What follows belongs to an exercise in optimizing a design on an open flow for small area, a short achievable clock period and few clock cycles per item; a production flow would make more cautious choices. RTL that was checked went through simulation tests only; none was proved equivalent to the original. No activity file was given, so power comes from the tool's default toggle rates.

== the baseline ==
// erf_decoder
module erf_decoder (
    input  wire         clk,
    input  wire         rst,
    input  wire         in_valid,
    output wire         in_ready,
    input  wire         in_vreset,
    input  wire         in_en,
    input  wire [119:0] in_pkt,
    output reg          out_valid,
    input  wire         out_ready,
    output wire         out_trigger,
    output wire [4:0]   out_err,
    output reg  [39:0]  out_ts,
    output reg  [1:0]   out_seq,
    output reg  [7:0]   out_sync,
    output reg  [15:0]  out_crc_rx,
    output wire [15:0]  out_crc_calc,
    output reg  [31:0]  out_flags_lo,
    output reg  [5:0]   out_flags_hi,
    output reg  [2:0]   out_grp_r,
    output reg  [2:0]   out_grp_s,
    output reg  [3:0]   out_pkt_err,
    output reg          out_mode,
    output reg  [4:0]   out_aux
);
Settings: LEC_CHECK=0, CAP_MARGIN=20, CORE_MARGIN=2, CORE_UTILIZATION=40, PLACE_DENSITY=0.6, SETUP_SLACK_MARGIN=2.5, SLEW_MARGIN=20; clock period 6.0 ns.
standard.sh (not shown) runs the stock make flow with config.mk's settings and CLKGATE_MAP_FILE= SYNTH_SCRIPT=/design/flow/synth_recipe.tcl, a recipe that flattens the netlist after the stock synthesis.
==> flow/flow/run.sh <==
#!/bin/bash
# Standard ORFS layout, except that the port buffers are buf_1 cells (the
# standard flow's buffer_ports picks clkdlybuf4s50_1 delay cells).
set -euo pipefail
export BUFFER_PORTS_ARGS="-buffer_cell sky130_fd_sc_hd__buf_1"
bash standard.sh > standard.log 2>&1
The baseline ran to completion and came out clean on the timing, design-rule and antenna checks.
## Diff of input files: the candidate against the baseline
==> flow/run.sh (new file) <==
#!/bin/bash
# synth_recipe.tcl (not shown) runs the flow's synth.tcl, then flattens the netlist and writes it again
# the make line also repeats each setting of config.mk as NAME=value (left out here)
make -C /OpenROAD-flow-scripts/flow DESIGN_CONFIG=/design/flow/config.mk WORK_HOME=/design/flow/orfs CLKGATE_MAP_FILE= SYNTH_SCRIPT=/design/flow/synth_recipe.tcl finish
removed: flow/flow/run.sh
removed: flow/standard.sh
### Flow results
From the candidate to the baseline, initial standard-cell utilization of the core did not move at all. The candidate vs the baseline: clock power share down. On violation count after the first detailed-route iteration: between the baseline and the candidate, it ends up higher for the baseline. Compared to the baseline, the candidate has count of plain and timing-repair buffers in the layout 1 lower. Max-slew headroom at the worst pin, the baseline and the candidate: smaller value in the baseline. For the baseline, the worst setup path startpoint was r_synd[8], unlike the candidate, where it was in_pkt[110]. Comparing the baseline with the candidate, the area of all sequential standard cells came out essentially unchanged. The candidate vs. the baseline: worst setup slack after layout now smaller, routability congestion estimate increased about 3%. Total power on the candidate is behind the baseline.
No functional check of the RTL was part of any run of this note.

========
== run A ==
Another version of the RTL of erf_decoder (not shown whole).
Size: about 1000 cells after synthesis.
==> flow/config.mk <==
export PLATFORM = sky130hd
export DESIGN_NAME = erf_decoder
export DESIGN_NICKNAME = erf_decoder
export VERILOG_FILES = /design/flow/design.v
export SDC_FILE = /design/flow/constraint.sdc
export NUM_CORES = 4
export LEC_CHECK = 0
export CAP_MARGIN = 5
export CORE_MARGIN = 2
export CORE_UTILIZATION = 60
export CTS_BUF_LIST = sky130_fd_sc_hd__clkbuf_8
export PLACE_DENSITY = 0.7
export SETUP_SLACK_MARGIN = 2.85
export SLEW_MARGIN = 5
export TNS_END_PERCENT = 5
==> flow/constraint.sdc <==
create_clock -name core_clock -period 6.0 [get_ports {clk}]
set_input_delay 1.2000 -clock core_clock [delete_from_list [all_inputs] [get_ports {clk}]]
set_output_delay 1.2000 -clock core_clock [all_outputs]
set_load 0.01 [all_outputs]
==> flow/flow/run.sh <==
#!/bin/bash
# ORFS layout with these changes:
#  - synthesis maps the logic with flow/map.abc (structural choices and
#    area-recovering mapping, keeping the XOR network of the RTL) instead of
#    ORFS's delay-first ABC script; everything else in synthesis, including
#    the flip-flop mapping, is synth_recipe.tcl unchanged;
#  - the port buffers are buf_1 cells (buffer_ports otherwise picks
#    clkdlybuf4s50_1 delay cells).
set -euo pipefail
W=$(pwd)
{
  echo "proc abc {args} { set i [lsearch \$args -script]; if {\$i >= 0} { lset args [expr {\$i+1}] $W/flow/map.abc }; yosys abc {*}\$args }"
  cat synth_recipe.tcl
} > flow_synth.tcl
sed "s#SYNTH_SCRIPT=[^ ]*#SYNTH_SCRIPT=$W/flow_synth.tcl#" standard.sh > flow_standard.sh
grep -q "SYNTH_SCRIPT=$W/flow_synth.tcl" flow_standard.sh
export BUFFER_PORTS_ARGS="-buffer_cell sky130_fd_sc_hd__buf_1"
bash flow_standard.sh > standard.log 2>&1
==> flow/flow/map.abc <==
&get -n
&st
&dch
&nf
&put
Run A ended with every stage complete and zero timing, DRC or antenna violations.
Here is what was changed in the inputs of run B compared with run A.
Settings: SETUP_SLACK_MARGIN now 2.75, was 2.85; CAP_MARGIN now 20, was 5; SLEW_MARGIN now 20, was 5; TNS_END_PERCENT no longer set, was 5.
Results
- Against run A, via count in run B rose slightly.
- Between run B and run A, the count of placed standard cells in the final layout, fillers left out does not differ in any meaningful way.
- On setup slack, run A loses to run B.
- Summary of run B over run A: wire length of the first global-routing pass rose about 2.2%; count of clock-buffer cells in the layout higher.
- Sequential share of cell area essentially unchanged between run B and run A.
Input-level comparison between run C and run B:
Settings: SETUP_SLACK_MARGIN: 2.75 -> 2.85.
--- outcome ---
Compared with run B, in run C share of the clock period used by the worst path after layout has decreased; count of vias placed by the detailed router has remained practically unchanged; arrival time of the worst setup path has decreased; total wirelength of the detailed-routed design has increased; fraction of final layout cells with drive strength greater than 1 has increased.
Per the comparison of run C with run B, total of plain and repair buffers excluding clock buffers higher, share of total power in combinational logic higher.
Worst setup path endpoint = u_ts: run B; worst setup path endpoint = r_synd_nz[3]: run C
Critical path startpoint = in_pkt[95]: run B; critical path startpoint = in_pkt[49]: run C
Here is what was changed in the inputs of run D compared with run C.
Settings: TNS_END_PERCENT newly set to 5.
Findings:
- Cell count after placement essentially unchanged between run D and run C.
- Routed wire length in run D vs run C: down 1.1 mm
- Summary of the comparison: wire length of the first global-routing pass is lower in run D, relative to run C.
- Taking run C as the reference, in run D fraction of standard cell area that is sequential went up by 0.68 points; clock power share went down by 1.1 points; global-route usage went down by 1.1 points.
- In run D the cell area turned out 2.2% lower than in run C.
- Re post-synthesis cell area: no difference whatsoever between run D and run C.
- Per the comparison of run D with run C, filler-free cell count of the finished design level, clock latency of the later-clocked register in the worst-skew pair moved down.
Function was not checked in any run of this note: the RTL went through the layout flow alone.

========
Setup of job 101:
Another version of the RTL of erf_decoder (not shown whole).
Size in the first run: roughly 1,000 cells after synthesis, about 200 flip-flops, ~10,000 µm² of cells after synthesis.
==> flow/config.mk <==
export PLATFORM = sky130hd
export DESIGN_NAME = erf_decoder
export DESIGN_NICKNAME = erf_decoder
export VERILOG_FILES = /design/flow/design.v
export SDC_FILE = /design/flow/constraint.sdc
export NUM_CORES = 4
export LEC_CHECK = 0
export CAP_MARGIN = 20
export CORE_MARGIN = 2
export CORE_UTILIZATION = 60
export CTS_BUF_LIST = sky130_fd_sc_hd__clkbuf_8
export PLACE_DENSITY = 0.7
export SETUP_SLACK_MARGIN = 2.9
export SLEW_MARGIN = 20
==> flow/constraint.sdc <==
create_clock -name core_clock -period 6.0 [get_ports {clk}]
set_input_delay 1.2000 -clock core_clock [delete_from_list [all_inputs] [get_ports {clk}]]
set_output_delay 1.2000 -clock core_clock [all_outputs]
set_load 0.01 [all_outputs]
==> flow/flow/run.sh <==
#!/bin/bash
# ORFS layout with these changes:
#  - synthesis maps the logic with flow/map.abc (synch2 restructuring and
#    area-recovering mapping, keeping the XOR network of the RTL) instead of
#    ORFS's delay-first ABC script; everything else in synthesis, including
#    the flip-flop mapping, is synth_recipe.tcl unchanged;
#  - the port buffers are buf_1 cells (buffer_ports otherwise picks
#    clkdlybuf4s50_1 delay cells).
set -euo pipefail
W=$(pwd)
{
  echo "proc abc {args} { set i [lsearch \$args -script]; if {\$i >= 0} { lset args [expr {\$i+1}] $W/flow/map.abc }; yosys abc {*}\$args }"
  cat synth_recipe.tcl
} > flow_synth.tcl
sed "s#SYNTH_SCRIPT=[^ ]*#SYNTH_SCRIPT=$W/flow_synth.tcl#" standard.sh > flow_standard.sh
grep -q "SYNTH_SCRIPT=$W/flow_synth.tcl" flow_standard.sh
export BUFFER_PORTS_ARGS="-buffer_cell sky130_fd_sc_hd__buf_1"
bash flow_standard.sh > standard.log 2>&1
==> flow/flow/map.abc <==
&get -n
&st
&synch2
&nf
&put
Testbench counts of job 101, summed over its fixed seeds: cycles 2,408, items 2,365.
Changes in job 102 relative to job 101:
-- flow/flow/run.sh --
<<< job 101, line 1
#!/bin/bash
# ORFS layout with these changes:
#  - synthesis maps the logic with flow/map.abc (synch2 restructuring and
#    area-recovering mapping, keeping the XOR network of the RTL) instead of
#    ORFS's delay-first ABC script; everything else in synthesis, including
>>> job 102, line 1
#!/bin/bash
# ORFS layout with these changes:
#  - synthesis maps the logic with flow/map.abc (structural choices and
#    area-recovering mapping, keeping the XOR network of the RTL) instead of
#    ORFS's delay-first ABC script; everything else in synthesis, including
==> flow/flow/map.abc <==
&get -n
&st
&dch
&nf
&put
-- flow/config.mk --
<<< job 101, line 11
export CTS_BUF_LIST = sky130_fd_sc_hd__clkbuf_8
export PLACE_DENSITY = 0.7
export SETUP_SLACK_MARGIN = 2.9
export SLEW_MARGIN = 20
>>> job 102, line 11
export CTS_BUF_LIST = sky130_fd_sc_hd__clkbuf_8
export PLACE_DENSITY = 0.7
export SETUP_SLACK_MARGIN = 2.4
export SLEW_MARGIN = 20
## What came out
Lower number of fill cells in the layout was reported by job 101, not job 102.
First-pass GRT wire length ends up higher on job 101.
Compared with job 101, job 102 is the less power-hungry design.
Job 102 vs. job 101: die span in y went up by about 0.9%.
Compared with job 101, job 102 shows a non-clock buffer area fraction after layout that is 1.9 points lower.
Comparing job 102 with job 101, the sequential cell area in the final layout came out essentially unchanged.
Job 102 ended up with a higher starting density of the core than job 101 did.
Logic gate share of total power: job 102 < job 101
Summary of job 102 over job 101: maximum frequency moved down, logic depth of the worst path, buffers included lost 2.
Edits applied to the flow inputs when going from job 102 to job 103:
-- flow/config.mk --
<<< job 102, line 11
export CTS_BUF_LIST = sky130_fd_sc_hd__clkbuf_8
export PLACE_DENSITY = 0.7
export SETUP_SLACK_MARGIN = 2.4
export SLEW_MARGIN = 20
>>> job 103, line 11
export CTS_BUF_LIST = sky130_fd_sc_hd__clkbuf_8
export PLACE_DENSITY = 0.7
export SETUP_SLACK_MARGIN = 2.9
export SLEW_MARGIN = 20
==> notes.md <==
Going from job 102 to job 103, the sequential share of layout area was found to have gone down by 1.9 points.
In job 103, the post-route clock period utilization came out 7.8 points below the value in job 102.
Job 102 → job 103: routed wire length increased by 3.8% relative to the old numbers; worst path setup slack after routing increased by 0.47 ns relative to the old numbers.
Compared with job 102, in job 103 synthesized area per cell held steady, wire length of the first global-routing pass now sits higher, worst hold slack closely matched the old numbers, core utilization climbed 4.5 points, final area up 770 µm².
Higher highest clock rate among job 102 and job 103: job 103
Setup changes, job 103 to job 104
-- flow/config.mk --
<<< job 103, line 8
export CAP_MARGIN = 20
export CORE_MARGIN = 2
export CORE_UTILIZATION = 60
export CTS_BUF_LIST = sky130_fd_sc_hd__clkbuf_8
export PLACE_DENSITY = 0.7
export SETUP_SLACK_MARGIN = 2.9
export SLEW_MARGIN = 20
>>> job 104, line 8
export CAP_MARGIN = 20
export CORE_MARGIN = 2
export CORE_UTILIZATION = 52
export CTS_BUF_LIST = sky130_fd_sc_hd__clkbuf_8
export PLACE_DENSITY = 0.7
export SETUP_SLACK_MARGIN = 2.75
export SLEW_MARGIN = 20
--- outcome ---
- Job 104 has completed all stages; timing, DRC and antenna checks passed.
- Summary — post-route fraction of the period consumed by the critical path, job 104 relative to job 103: higher, by 2.1 points.
- Clock power share: job 104 and job 103 compared, lower one is job 103
- Job 103 → job 104: number of ordinary and repair buffers in the finished layout now smaller; number of antenna violations at the first check in global routing did not really move; net load switching power decreased 1.6%.
- Relative to job 103, the worst voltage drop across the vdd grid measured on job 104 has decreased by more than a quarter.
- Re final worst slack: job 104 and job 103 aren't equal, and the lower value belongs to job 104.
- Job 103 consumes less power than job 104.
- Placed instance area on job 104 is up relative to job 103.
- Job 103 ended up with r_synd_nz[3] as its termination of the worst setup path; job 104 ended up with r_synd_nz[0].
- | number of placement rows | job 104 vs job 103 | 8.3% higher |

[afterwards: timing with drivers on the ports]
In the flow no input, the clock included, has a driving cell. The finished layouts below were timed again as built, in two steps.
Step 1 (the two cells are an assumption about what drives the block):
set clk [get_ports {clk}]
set_driving_cell -lib_cell sky130_fd_sc_hd__clkbuf_16 $clk
set_driving_cell -lib_cell sky130_fd_sc_hd__buf_2 [delete_from_list [all_inputs] $clk]
Step 2 moves the port delays by t, midway between the first and last clock arrival at a register: inputs arrive t later, outputs are due t later. That takes back most of the time a late clock gives input paths.
Three values: no drivers, after step 1, after step 2; two values: the first two.
run | shift t [ns] | setup WS [ns] | worst setup path at the end
the baseline | 0.493 | 2.686 / 2.686 / 2.257 | input to register
the candidate | 0.498 | 2.515 / 2.543 / 2.045 | input to register
run A | 0.519 | 2.714 / 2.734 / 2.215 | input to register
run B | 0.530 | 2.731 / 2.747 / 2.217 | input to register
run C | 0.534 | 2.851 / 2.811 / 2.335 | input to register
run D | 0.519 | 2.714 / 2.734 / 2.215 | input to register
job 101 | 0.526 | 2.793 / 2.789 / 2.293 | input to register
job 102 | 0.532 | 2.418 / 2.440 / 1.908 | input to register
job 103 | 0.534 | 2.886 / 2.860 / 2.369 | input to register
job 104 | 0.516 | 2.762 / 2.776 / 2.260 | input to register
After both steps setup and hold are still met in every run listed. For job 103, which loses most, drivers alone change the setup slack by -0.026 ns; drivers and shift together by -0.517 ns.
